Source: an optimization exercise on an open RTL-to-GDS flow (aim: small area, a short achievable clock period and few clock cycles per item). Production flows keep margins and buffers that such runs may drop. Where RTL was checked, it was by simulation tests only, not by an equivalence proof against the original. Power is estimated from default activity; no workload was simulated.

==> inputs of job 4851 <==
Design mars_core, start of the top module:
module mars_core (
    input  wire        clk,
    input  wire        rst,
    input  wire        cmd_valid,
    output wire        cmd_ready,
    input  wire [2:0]  cmd_op,
    input  wire [15:0] cmd_a,
    input  wire [31:0] cmd_data,
    output reg         rsp_valid,
    output reg  [3:0]  rsp_code,
    output reg  [31:0] rsp_data,
    output reg  [1:0]  rsp_h,
    output reg  [7:0]  rsp_id,
    output reg  [5:0]  rsp_addr
);
    localparam OP_CREATE = 3'd0, OP_LOAD = 3'd1, OP_TICK = 3'd2, OP_REMOVE = 3'd3,
               OP_READ_CELL = 3'd4, OP_READ_WARRIOR = 3'd5, OP_READ_STATUS = 3'd6,
               OP_READ_CONFIG = 3'd7;
    localparam C_NONE = 4'd0, C_DAT = 4'd1, C_INV_TYPE = 4'd2, C_INV_MODE_A = 4'd3,
               C_IMM_ADDR_A = 4'd4, C_INV_MODE_B = 4'd5, C_IMM_ADDR_B = 4'd6,
               C_ENDED = 4'd7, C_OUT_OF_RANGE = 4'd8, C_TABLE_FULL = 4'd9,
               C_NOT_IN_QUEUE = 4'd10;
    localparam T_DAT = 4'd0, T_MOV = 4'd1, T_ADD = 4'd2, T_SUB = 4'd3, T_JMP = 4'd4,
               T_JMZ = 4'd5, T_DJZ = 4'd6, T_CMP = 4'd7;
    localparam S_IDLE = 3'd0, S_LOADW = 3'd1, S_T0 = 3'd2, S_TVA = 3'd3, S_TVB = 3'd4,
               S_RC = 3'd5;
    reg        q_v;
    reg [2:0]  q_op;
    reg [15:0] q_a;
    reg [31:0] q_data;
    wire       q_take;
    assign cmd_ready = q_take;
    reg [63:0] cv;            
    reg [3:0]  blocks;
    reg [15:0] elapsed;
    reg [15:0] duration;
    reg [2:0]  alive;
    reg [3:0]  live;
    reg [7:0]  wid   [0:3];
    reg [5:0]  wpc   [0:3];
    reg [1:0]  wnext [0:3];
    reg [1:0]  entry;
    reg        entry_v;
    reg [2:0]  state;
    reg [5:0]  l_addr;        
    reg [7:0]  l_left;        
    reg        l_ok;          
    reg [3:0]  l_code;
    reg [1:0]  l_h;
    reg [31:0] ir;
    reg        ir_v;
    reg [5:0]  tp;            
    reg [5:0]  ra, rb;        
  ...
make LEC_CHECK=0 CAP_MARGIN=20 CELL_PAD_IN_SITES_DETAIL_PLACEMENT=1 CELL_PAD_IN_SITES_GLOBAL_PLACEMENT=1 CORE_MARGIN=2 CORE_UTILIZATION=50 CTS_CLUSTER_DIAMETER=100 CTS_CLUSTER_SIZE=18 SETUP_SLACK_MARGIN=4.5 SLEW_MARGIN=20 TNS_END_PERCENT=0 finish   # period 10.0 ns
run.sh (not shown) runs the stock make flow with config.mk's settings and CLKGATE_MAP_FILE= SYNTH_SCRIPT=/design/flow/synth_recipe.tcl, a recipe that flattens the netlist after the stock synthesis.
==> inputs of job 2429, as changes to job 4851 <==
CORE_UTILIZATION = 45   (was 50)
SETUP_SLACK_MARGIN = 5   (was 4.5)
==> comparison table <==
Non-filler instance count after layout: job 2429 13.7k; job 4851 13.3k
Final GP Congestion: job 2429 0.983; job 4851 0.967
Start point of the critical path: job 2429 vaddr[0]; job 4851 entry[0]
Cell total after placement: job 2429 13.1k; job 4851 12.7k
Number of cell rows: job 2429 201; job 4851 191
Global-route wire length before repair: job 2429 906 mm; job 4851 894 mm
Post-cts repair resize count: job 2429 388; job 4851 450
Data arrival, critical path: job 2429 6.76 ns; job 4851 6.89 ns
Crit. path cell count: job 2429 18; job 4851 14
Worst stage delay on the critical path: job 2429 0.56 ns; job 4851 0.93 ns
Outcome: job 2429 finished clean; job 4851 finished clean
Clock power frac: job 2429 0.225; job 4851 0.227
Detail Placement HPWL: job 2429 422 mm; job 4851 411 mm
Final design instance area without fill: job 2429 155,000 um2; job 4851 154,000 um2
Hold worst-path end: job 2429 blocks[2]; job 4851 blocks[0]
Average wire length per cell after detail routing: job 2429 49.9 um; job 4851 50.3 um
Number of buffer and inverter stages on the critical path: job 2429 6; job 4851 3
Number of inserted diodes: job 2429 25; job 4851 48
Worst Hold Slack: job 2429 0.477 ns; job 4851 0.489 ns
Transition time at the pin with the least slew margin: job 2429 1.35 ns; job 4851 1.34 ns
Fillers: job 2429 28.6k; job 4851 25.0k
Initial standard-cell utilization of the core: job 2429 0.453; job 4851 0.502
Worst vdd ir: job 2429 0.171 mV; job 4851 0.208 mV
Sequential group share of total power: job 2429 0.426; job 4851 0.428
Maximum fanout along the worst path: job 2429 12; job 4851 34
Period minus WS final: job 2429 6.19 ns; job 4851 6.24 ns
Testbench counts of job 4851, summed over its fixed seeds: cycles 7,283, ticks 5,572.
Testbench counts of job 2429, summed over its fixed seeds: cycles 7,283, ticks 5,572.

========
==> job 9199 <==
mars_core, a different RTL version from the one above (not shown whole).
clock: 10.0 ns
lec_check: 0
cap_margin: 20
cell_pad_in_sites_detail_placement: 1
cell_pad_in_sites_global_placement: 1
core_margin: 2
core_utilization: 40
setup_slack_margin: 4
slew_margin: 20
tns_end_percent: 10
==> job 2179 (differences from job 9199) <==
--- a/flow/design.v
+++ b/flow/design.v
@@ -22,10 +22,16 @@
                C_NOT_IN_QUEUE = 4'd10;
     localparam T_DAT = 4'd0, T_MOV = 4'd1, T_ADD = 4'd2, T_SUB = 4'd3, T_JMP = 4'd4,
                T_JMZ = 4'd5, T_DJZ = 4'd6, T_CMP = 4'd7;
     localparam S_IDLE = 3'd0, S_LOADW = 3'd1, S_T0 = 3'd2, S_TVA = 3'd3, S_TVB = 3'd4,
                S_RC = 3'd5;
+    reg        q_v;
+    reg [2:0]  q_op;
+    reg [15:0] q_a;
+    reg [31:0] q_data;
+    wire       q_take;
+    assign cmd_ready = q_take;
     reg [63:0] cv;            
     reg [3:0]  blocks;
     reg [15:0] elapsed;
     reg [15:0] duration;
     reg [2:0]  alive;
@@ -47,10 +53,13 @@
     reg [5:0]  ra, rb;        
     reg [5:0]  rv;            
     reg [5:0]  vaddr;         
     reg [1:0]  nh_r;          
     reg [5:0]  npc_r;         
+    reg        nself;         
+    reg [5:0]  tp1;           
+    reg [5:0]  spf;           
     reg [5:0]  ea_b_r;
     reg [31:0] aval_r;
     reg        p_we;
     reg        p_sum;         
     reg [5:0]  p_addr;
@@ -67,32 +76,24 @@
         begin
             for (k = 0; k < 64; k = k + 1) onehot[k] = (a == k);
         end
     endfunction
     wire [63:0] w_sel  = onehot(waddr) & {64{we}};
-    wire [63:0] pf_sel = onehot(pf_addr) & cv;
-    wire [63:0] v_sel  = onehot(vaddr) & cv;
-    wire [63:0] ha_sel = onehot(ra) & cv;
-    wire [63:0] hb_sel = onehot(rb) & cv;
     genvar g;
     generate for (g = 0; g < 64; g = g + 1) begin : mem
         reg [31:0] q;
         always @(posedge clk) if (w_sel[g]) q <= wdata;
         assign cells[32*g +: 32] = q;
     end endgenerate
-    reg [31:0] pf_m, v_m;
-    reg [5:0]  ha_m, hb_m;
-    integer k;
-    always @(*) begin
-        pf_m = 32'd0; v_m = 32'd0; ha_m = 6'd0; hb_m = 6'd0;
-        for (k = 0; k < 64; k = k + 1) begin
-            pf_m = pf_m | (cells[32*k +: 32] & {32{pf_sel[k]}});
-            v_m  = v_m  | (cells[32*k +: 32] & {32{v_sel[k]}});
-            ha_m = ha_m | (cells[32*k +: 6]  & {6{ha_sel[k]}});
-            hb_m = hb_m | (cells[32*k +: 6]  & {6{hb_sel[k]}});
-        end
-    end
+    wire [31:0] pf_c = cells[32*pf_addr +: 32];
+    wire [31:0] v_c  = cells[32*vaddr +: 32];
+    wire [5:0]  ha_c = cells[32*ra +: 6];
+    wire [5:0]  hb_c = cells[32*rb +: 6];
+    wire [31:0] pf_m = cv[pf_addr] ? pf_c : 32'd0;
+    wire [31:0] v_m  = cv[vaddr] ? v_c : 32'd0;
+    wire [5:0]  ha_m = cv[ra] ? ha_c : 6'd0;
+    wire [5:0]  hb_m = cv[rb] ? hb_c : 6'd0;
     wire        p_byp = p_we && !p_sum;
     wire [31:0] pf_q  = (p_byp && p_addr == pf_addr) ? p_val : pf_m;
     wire [31:0] v_q   = (p_byp && p_addr == vaddr) ? p_val : v_m;
     wire [5:0]  ha_q  = (p_byp && p_addr == ra) ? p_val[5:0] : ha_m;
     wire [5:0]  hb_q  = (p_byp && p_addr == rb) ? p_val[5:0] : hb_m;
@@ -143,48 +144,47 @@
     end
     wire need_a = a_is_val && (am != 2'd0);
     wire need_b = (b_is_val && (bm != 2'd0)) || b_rmw;
     wire fast   = !(need_a && need_b) && !(need_a && am == 2'd2) && !(need_b && bm == 2'd2);
     wire [5:0] ea_b = (bm == 2'd2) ? t + hb_q : rb;
-    assign cmd_ready = (state == S_IDLE) || (state == S_LOADW);
-    wire fire   = cmd_valid && (state == S_IDLE);
+    wire fire   = q_v && (state == S_IDLE);
     wire ended  = !entry_v || (elapsed == duration);
-    wire go_now = fire && (cmd_op == OP_TICK) && !ended && ir_v;
+    wire go_now = fire && (q_op == OP_TICK) && !ended && ir_v;
     wire start  = go_now || (state == S_T0 && ir_v);    
     wire in_tva = (state == S_TVA);
     wire in_tvb = (state == S_TVB);
     wire hz     = p_blk && (((need_a || need_b) && p_addr == vaddr) ||
                             (am == 2'd2 && p_addr == ra) || (bm == 2'd2 && p_addr == rb));
     wire run    = start && dec_code == C_NONE && !hz;
     wire exec   = (run && fast) || (in_tva && !need_b) || in_tvb;
-    wire [12:0] ld_base      = {1'b0, cmd_a[15:8], 4'b0} + {5'b0, cmd_a[7:0]};
-    wire        ld_range_bad = (cmd_a[15:8] >= 8'd4) || (ld_base >= 13'd64);
+    wire [12:0] ld_base      = {1'b0, q_a[15:8], 4'b0} + {5'b0, q_a[7:0]};
+    wire        ld_range_bad = (q_a[15:8] >= 8'd4) || (ld_base >= 13'd64);
     reg [1:0] free_h;
     always @(*) begin
         if      (!live[0]) free_h = 2'd0;
         else if (!live[1]) free_h = 2'd1;
         else if (!live[2]) free_h = 2'd2;
         else               free_h = 2'd3;
     end
-    wire [1:0] rm_h    = cmd_a[1:0];
-    wire       rm_ok   = (cmd_a[15:2] == 14'd0) && live[rm_h];
+    wire [1:0] rm_h    = q_a[1:0];
+    wire       rm_ok   = (q_a[15:2] == 14'd0) && live[rm_h];
     reg  [1:0] rm_pred;
     always @(*) begin
         rm_pred = rm_h;
         if (live[0] && wnext[0] == rm_h) rm_pred = 2'd0;
         if (live[1] && wnext[1] == rm_h) rm_pred = 2'd1;
         if (live[2] && wnext[2] == rm_h) rm_pred = 2'd2;
         if (live[3] && wnext[3] == rm_h) rm_pred = 2'd3;
     end
-    wire [1:0] rw_h  = cmd_a[1:0];
-    wire       rw_ok = (cmd_a[15:2] == 14'd0) && live[rw_h];
+    wire [1:0] rw_h  = q_a[1:0];
+    wire       rw_ok = (q_a[15:2] == 14'd0) && live[rw_h];
     wire [31:0] aval  = (am == 2'd0) ? a_imm : (in_tvb ? aval_r : v_q);
     wire [31:0] bval  = (bm == 2'd0 && !b_rmw) ? b_imm : v_q;
     wire [31:0] add_op = (ty == T_DJZ) ? 32'hFFFFFFFF : (ty == T_SUB) ? ~aval : aval;
     wire [5:0]  ea_a  = (am == 2'd2) ? t + ha_q : ra;
     wire [5:0]  ea_a_djz = (am == 2'd2 && ra == ea_b) ? t : ea_a;
-    wire [5:0]  t1    = t + 6'd1;
+    wire [5:0]  t1    = tp1;
     reg        x_we;
     reg [5:0]  x_pc;
     always @(*) begin
         x_we = 1'b0;
         x_pc = t1;
@@ -197,44 +197,46 @@
         T_DJZ: begin x_we = 1'b1; if (v_q == 32'd1) x_pc = ea_a_djz; end
         default: if (aval == bval) x_pc = t + 6'd2;    
         endcase
     end
     wire        in_load = (state == S_LOADW);
-    wire        ld_we   = in_load && cmd_valid && l_ok;
+    wire        ld_we   = in_load && q_v && l_ok;
     wire [31:0] p_data  = p_sum ? add32(p_val, p_op, p_cin) : p_val;
     assign we    = ld_we || p_we;
     assign waddr = in_load ? l_addr : p_addr;
-    assign wdata = in_load ? cmd_data : p_data;
+    assign wdata = in_load ? q_data : p_data;
     wire        x_wr    = exec && x_we;      
-    reg       x_pf_ok;
-    reg [5:0] x_pf;
-    always @(*) begin
-        x_pf_ok = 1'b1;
-        x_pf    = npc_r;
-        if (nh == h && ty != T_DAT) begin
-            if (ty == T_MOV || ty == T_ADD || ty == T_SUB) x_pf = t1;
-            else if (ty == T_JMP && am == 2'd1)            x_pf = ra;
-            else                                           x_pf_ok = 1'b0;
-        end
-    end
+    wire       x_pf_ok = !nself || (x_pc == spf);
+    wire [5:0] x_pf    = nself ? spf : npc_r;
     wire refresh = in_load || !ir_v;
     always @(*) begin
         if (refresh) pf_addr = wpc[entry];
         else         pf_addr = x_pf;
     end
-    wire        pf_ld  = ld_we && (l_addr == pf_addr);
-    wire        pf_mov = x_wr && ty == T_MOV && bm == 2'd1 && (rb == pf_addr);
-    wire [31:0] pf_fwd = pf_ld ? cmd_data : pf_mov ? aval : pf_q;
+    wire        pf_ld  = in_load && l_ok && (l_addr == pf_addr);
+    wire        pf_mov = !refresh && ty == T_MOV && bm == 2'd1 && (rb == pf_addr);
+    wire [31:0] pf_fwd = pf_ld ? q_data : pf_mov ? aval : pf_q;
     wire        pf_bad = (x_wr && !pf_mov && (ea_b == pf_addr)) ||
                          (p_blk && p_addr == pf_addr);
     wire [3:0]  pf_ty  = pf_fwd[31:28];
     wire        pf_need_a = (pf_ty == T_MOV || pf_ty == T_ADD || pf_ty == T_SUB || pf_ty == T_CMP) &&
                             (pf_fwd[27:26] != 2'd0);
     wire [5:0]  pf_ra  = pf_addr + pf_fwd[17:12];
     wire [5:0]  pf_rb  = pf_addr + pf_fwd[5:0];
     wire [5:0]  pf_rv  = pf_need_a ? pf_ra : pf_rb;
+    wire [5:0]  pf_a1  = pf_addr + 6'd1;
     wire ir_take = exec || (start && dec_code == C_DAT) || refresh;
+    assign q_take = !q_v || (state == S_IDLE) || (state == S_LOADW);
+    always @(posedge clk) begin
+        if (rst)         q_v <= 1'b0;
+        else if (q_take) q_v <= cmd_valid;
+        if (q_take) begin
+            q_op   <= cmd_op;
+            q_a    <= cmd_a;
+            q_data <= cmd_data;
+        end
+    end
     always @(posedge clk) begin
         rsp_valid <= 1'b0;
         if (rst) begin
             state    <= S_IDLE;
             cv       <= 64'd0;
@@ -260,48 +262,53 @@
                 ir_v <= !((exec && !x_pf_ok) || pf_bad);
                 tp   <= pf_addr;
                 ra   <= pf_ra;
                 rb   <= pf_rb;
                 rv   <= pf_rv;
+                tp1  <= pf_a1;
+                spf  <= (pf_ty == T_DAT) ? pf_addr :
+                        (pf_ty == T_JMP) ? ((pf_fwd[27:26] == 2'd1) ? pf_ra : pf_addr) : pf_a1;
             end
             vaddr <= ir_take ? pf_rv : rv;
             if (refresh) begin
                 nh_r  <= wnext[entry];
                 npc_r <= wpc[wnext[entry]];
+                nself <= (wnext[entry] == entry);
             end else if (exec || (start && dec_code == C_DAT)) begin
                 nh_r  <= wnext[nh_r];
                 npc_r <= (exec && wnext[nh_r] == h) ? x_pc : wpc[wnext[nh_r]];
+                nself <= (wnext[nh_r] == nh_r);
             end
             case (state)
-            S_IDLE: if (cmd_valid) begin
+            S_IDLE: if (q_v) begin
                 rsp_code <= C_NONE;
                 rsp_data <= 32'd0;
-                case (cmd_op)
+                case (q_op)
                 OP_CREATE: begin
                     cv       <= 64'd0;
                     blocks   <= 4'd0;
                     elapsed  <= 16'd0;
-                    duration <= cmd_a;
+                    duration <= q_a;
                     alive    <= 3'd0;
                     live     <= 4'd0;
                     entry_v  <= 1'b0;
                     ir_v     <= 1'b0;
                     rsp_valid <= 1'b1;
                 end
                 OP_LOAD: begin
                     l_addr <= ld_base[5:0];
-                    l_left <= cmd_data[15:8];
+                    l_left <= q_data[15:8];
                     l_h    <= free_h;
                     l_ok   <= 1'b0;
                     if (ld_range_bad)        l_code <= C_OUT_OF_RANGE;
                     else if (alive == 3'd4)  l_code <= C_TABLE_FULL;
                     else begin
                         l_code         <= C_NONE;
                         l_ok           <= 1'b1;
-                        blocks[cmd_a[9:8]] <= 1'b1;
+                        blocks[q_a[9:8]] <= 1'b1;
                         live[free_h]   <= 1'b1;
-                        wid[free_h]    <= cmd_data[7:0];
+                        wid[free_h]    <= q_data[7:0];
                         wpc[free_h]    <= ld_base[5:0];
                         alive          <= alive + 3'd1;
                         entry          <= free_h;
                         entry_v        <= 1'b1;
                         if (entry_v) begin
@@ -310,11 +317,11 @@
                         end else begin
                             wnext[free_h] <= free_h;
                         end
                         ir_v <= 1'b0;
                     end
-                    if (cmd_data[15:8] == 8'd0) begin
+                    if (q_data[15:8] == 8'd0) begin
                         rsp_valid <= 1'b1;
                         rsp_h     <= free_h;
                         if (ld_range_bad)        rsp_code <= C_OUT_OF_RANGE;
                         else if (alive == 3'd4)  rsp_code <= C_TABLE_FULL;
                     end else begin
@@ -339,20 +346,21 @@
                             wnext[rm_pred] <= wnext[rm_h];
                             if (entry == rm_h) entry <= wnext[rm_h];
                             if (wnext[entry] == rm_h) begin
                                 nh_r  <= wnext[rm_h];
                                 npc_r <= wpc[wnext[rm_h]];
+                                nself <= (wnext[rm_h] == entry);
                             end
                         end
                         if (entry == rm_h) ir_v <= 1'b0;
                     end else begin
                         rsp_code <= C_NOT_IN_QUEUE;
                     end
                     rsp_valid <= 1'b1;
                 end
                 OP_READ_CELL: begin
-                    vaddr <= cmd_a[5:0];
+                    vaddr <= q_a[5:0];
                     state <= S_RC;
                 end
                 OP_READ_WARRIOR: begin
                     if (rw_ok)
                         rsp_data <= {15'd0, 1'b1, wnext[rw_h], wpc[rw_h], wid[rw_h]};
@@ -367,11 +375,11 @@
                     rsp_valid <= 1'b1;
                 end
                 default: ;
                 endcase
             end
-            S_LOADW: if (cmd_valid) begin
+            S_LOADW: if (q_v) begin
                 l_addr <= l_addr + 6'd1;
                 l_left <= l_left - 8'd1;
                 if (l_left == 8'd1) begin
                     rsp_code  <= l_code;
                     rsp_h     <= l_h;
CORE_UTILIZATION = 45   (was 40)
==> job 4279 (differences from job 9199) <==
--- a/flow/design.v
+++ b/flow/design.v
@@ -45,12 +45,10 @@
     reg        ir_v;
     reg [5:0]  tp;            
     reg [5:0]  ra, rb;        
     reg [5:0]  rv;            
     reg [5:0]  vaddr;         
-    reg [1:0]  nh_r;          
-    reg [5:0]  npc_r;         
     reg [5:0]  ea_b_r;
     reg [31:0] aval_r;
     reg        p_we;
     reg        p_sum;         
     reg [5:0]  p_addr;
@@ -116,11 +114,11 @@
             add32 = p ^ {gg[30:0], cin};
         end
     endfunction
     wire [1:0]  h     = entry;
     wire [5:0]  t     = tp;
-    wire [1:0]  nh    = nh_r;
+    wire [1:0]  nh    = wnext[h];
     wire [3:0]  ty    = ir[31:28];
     wire [1:0]  am    = ir[27:26];
     wire [1:0]  bm    = ir[25:24];
     wire [11:0] af    = ir[23:12];
     wire [11:0] bf    = ir[11:0];
@@ -178,12 +176,13 @@
     wire [1:0] rw_h  = cmd_a[1:0];
     wire       rw_ok = (cmd_a[15:2] == 14'd0) && live[rw_h];
     wire [31:0] aval  = (am == 2'd0) ? a_imm : (in_tvb ? aval_r : v_q);
     wire [31:0] bval  = (bm == 2'd0 && !b_rmw) ? b_imm : v_q;
     wire [31:0] add_op = (ty == T_DJZ) ? 32'hFFFFFFFF : (ty == T_SUB) ? ~aval : aval;
-    wire [5:0]  ea_a  = (am == 2'd2) ? t + ha_q : ra;
-    wire [5:0]  ea_a_djz = (am == 2'd2 && ra == ea_b) ? t : ea_a;
+    wire [5:0]  dec6   = v_q[5:0] - 6'd1;
+    wire [5:0]  ha_f  = (ty == T_DJZ && ra == ea_b) ? dec6 : ha_q;
+    wire [5:0]  ea_a  = (am == 2'd2) ? t + ha_f : ra;
     wire [5:0]  t1    = t + 6'd1;
     reg        x_we;
     reg [5:0]  x_pc;
     always @(*) begin
         x_we = 1'b0;
@@ -192,11 +191,11 @@
         T_MOV: x_we = 1'b1;
         T_ADD: x_we = 1'b1;
         T_SUB: x_we = 1'b1;
         T_JMP: x_pc = ea_a;
         T_JMZ: if (bval == 32'd0) x_pc = ea_a;
-        T_DJZ: begin x_we = 1'b1; if (v_q == 32'd1) x_pc = ea_a_djz; end
+        T_DJZ: begin x_we = 1'b1; if (v_q == 32'd1) x_pc = ea_a; end
         default: if (aval == bval) x_pc = t + 6'd2;    
         endcase
     end
     wire        in_load = (state == S_LOADW);
     wire        ld_we   = in_load && cmd_valid && l_ok;
@@ -207,11 +206,11 @@
     wire        x_wr    = exec && x_we;      
     reg       x_pf_ok;
     reg [5:0] x_pf;
     always @(*) begin
         x_pf_ok = 1'b1;
-        x_pf    = npc_r;
+        x_pf    = wpc[nh];
         if (nh == h && ty != T_DAT) begin
             if (ty == T_MOV || ty == T_ADD || ty == T_SUB) x_pf = t1;
             else if (ty == T_JMP && am == 2'd1)            x_pf = ra;
             else                                           x_pf_ok = 1'b0;
         end
@@ -247,32 +246,27 @@
             entry_v  <= 1'b0;
             ir_v     <= 1'b0;
             p_we     <= 1'b0;
         end else begin
             if (we) cv[waddr] <= 1'b1;
-            p_we   <= x_wr;
-            p_addr <= ea_b;
-            p_sum  <= (ty != T_MOV);
-            p_val  <= (ty == T_MOV) ? aval : v_q;
-            p_op   <= add_op;
-            p_cin  <= (ty == T_SUB);
+            p_we <= x_wr;
+            if (x_wr) begin
+                p_addr <= ea_b;
+                p_sum  <= (ty != T_MOV);
+                p_val  <= (ty == T_MOV) ? aval : v_q;
+                p_op   <= add_op;
+                p_cin  <= (ty == T_SUB);
+            end
             if (ir_take) begin
                 ir   <= pf_fwd;
                 ir_v <= !((exec && !x_pf_ok) || pf_bad);
                 tp   <= pf_addr;
                 ra   <= pf_ra;
                 rb   <= pf_rb;
                 rv   <= pf_rv;
             end
             vaddr <= ir_take ? pf_rv : rv;
-            if (refresh) begin
-                nh_r  <= wnext[entry];
-                npc_r <= wpc[wnext[entry]];
-            end else if (exec || (start && dec_code == C_DAT)) begin
-                nh_r  <= wnext[nh_r];
-                npc_r <= (exec && wnext[nh_r] == h) ? x_pc : wpc[wnext[nh_r]];
-            end
             case (state)
             S_IDLE: if (cmd_valid) begin
                 rsp_code <= C_NONE;
                 rsp_data <= 32'd0;
                 case (cmd_op)
@@ -336,14 +330,10 @@
                         if (wnext[rm_h] == rm_h) begin
                             entry_v <= 1'b0;
                         end else begin
                             wnext[rm_pred] <= wnext[rm_h];
                             if (entry == rm_h) entry <= wnext[rm_h];
-                            if (wnext[entry] == rm_h) begin
-                                nh_r  <= wnext[rm_h];
-                                npc_r <= wpc[wnext[rm_h]];
-                            end
                         end
                         if (entry == rm_h) ir_v <= 1'b0;
                     end else begin
                         rsp_code <= C_NOT_IN_QUEUE;
                     end
CORE_UTILIZATION = 45   (was 40)
==> notes <==
- Job 4279 aborted during global routing on GRT-0116. Job 9199 aborted during global routing. Job 2179 ran to the end with no violations.
- In job 9199 the area after synthesis is higher than in job 4279, by 5.3%.
- Synthesized cell count: job 9199 > job 4279 > job 2179.
Testbench counts of job 2179, summed over its fixed seeds: cycles 7,615, ticks 5,572.
The RTL of job 9199 and job 4279 was laid out without a check of its function.

re-timing with driven ports:
Ports are ideal in the flow. The routed layouts listed here were re-timed in OpenROAD. Step 1 sets driving cells, clkbuf_16 on the clock port and buf_2 on the other inputs (assumed; they add their load-dependent delay and slew). Step 2 times the ports against the registers' clock, not the clock port: input delays grow and output delays shrink by t, the midpoint of the rising clock arrivals with the driver on. Slacks: ideal ports / drivers / drivers and shift; pairs: ideal ports / drivers.
run | t, ns | setup slack, ns | worst hold slack (ns) | clock arrival spread, ns
job 4851 | 1.038 | 3.758 / 3.758 / 3.758 | 0.489 / 0.489 / 0.489 | 0.094 / 0.094
job 2429 | 1.010 | 3.812 / 3.812 / 3.812 | 0.477 / 0.477 / 0.477 | 0.101 / 0.101
job 2179 | 1.030 | 3.826 / 3.826 / 3.826 | 0.491 / 0.491 / 0.491 | 0.058 / 0.058
After both steps setup and hold are still met in every run listed.
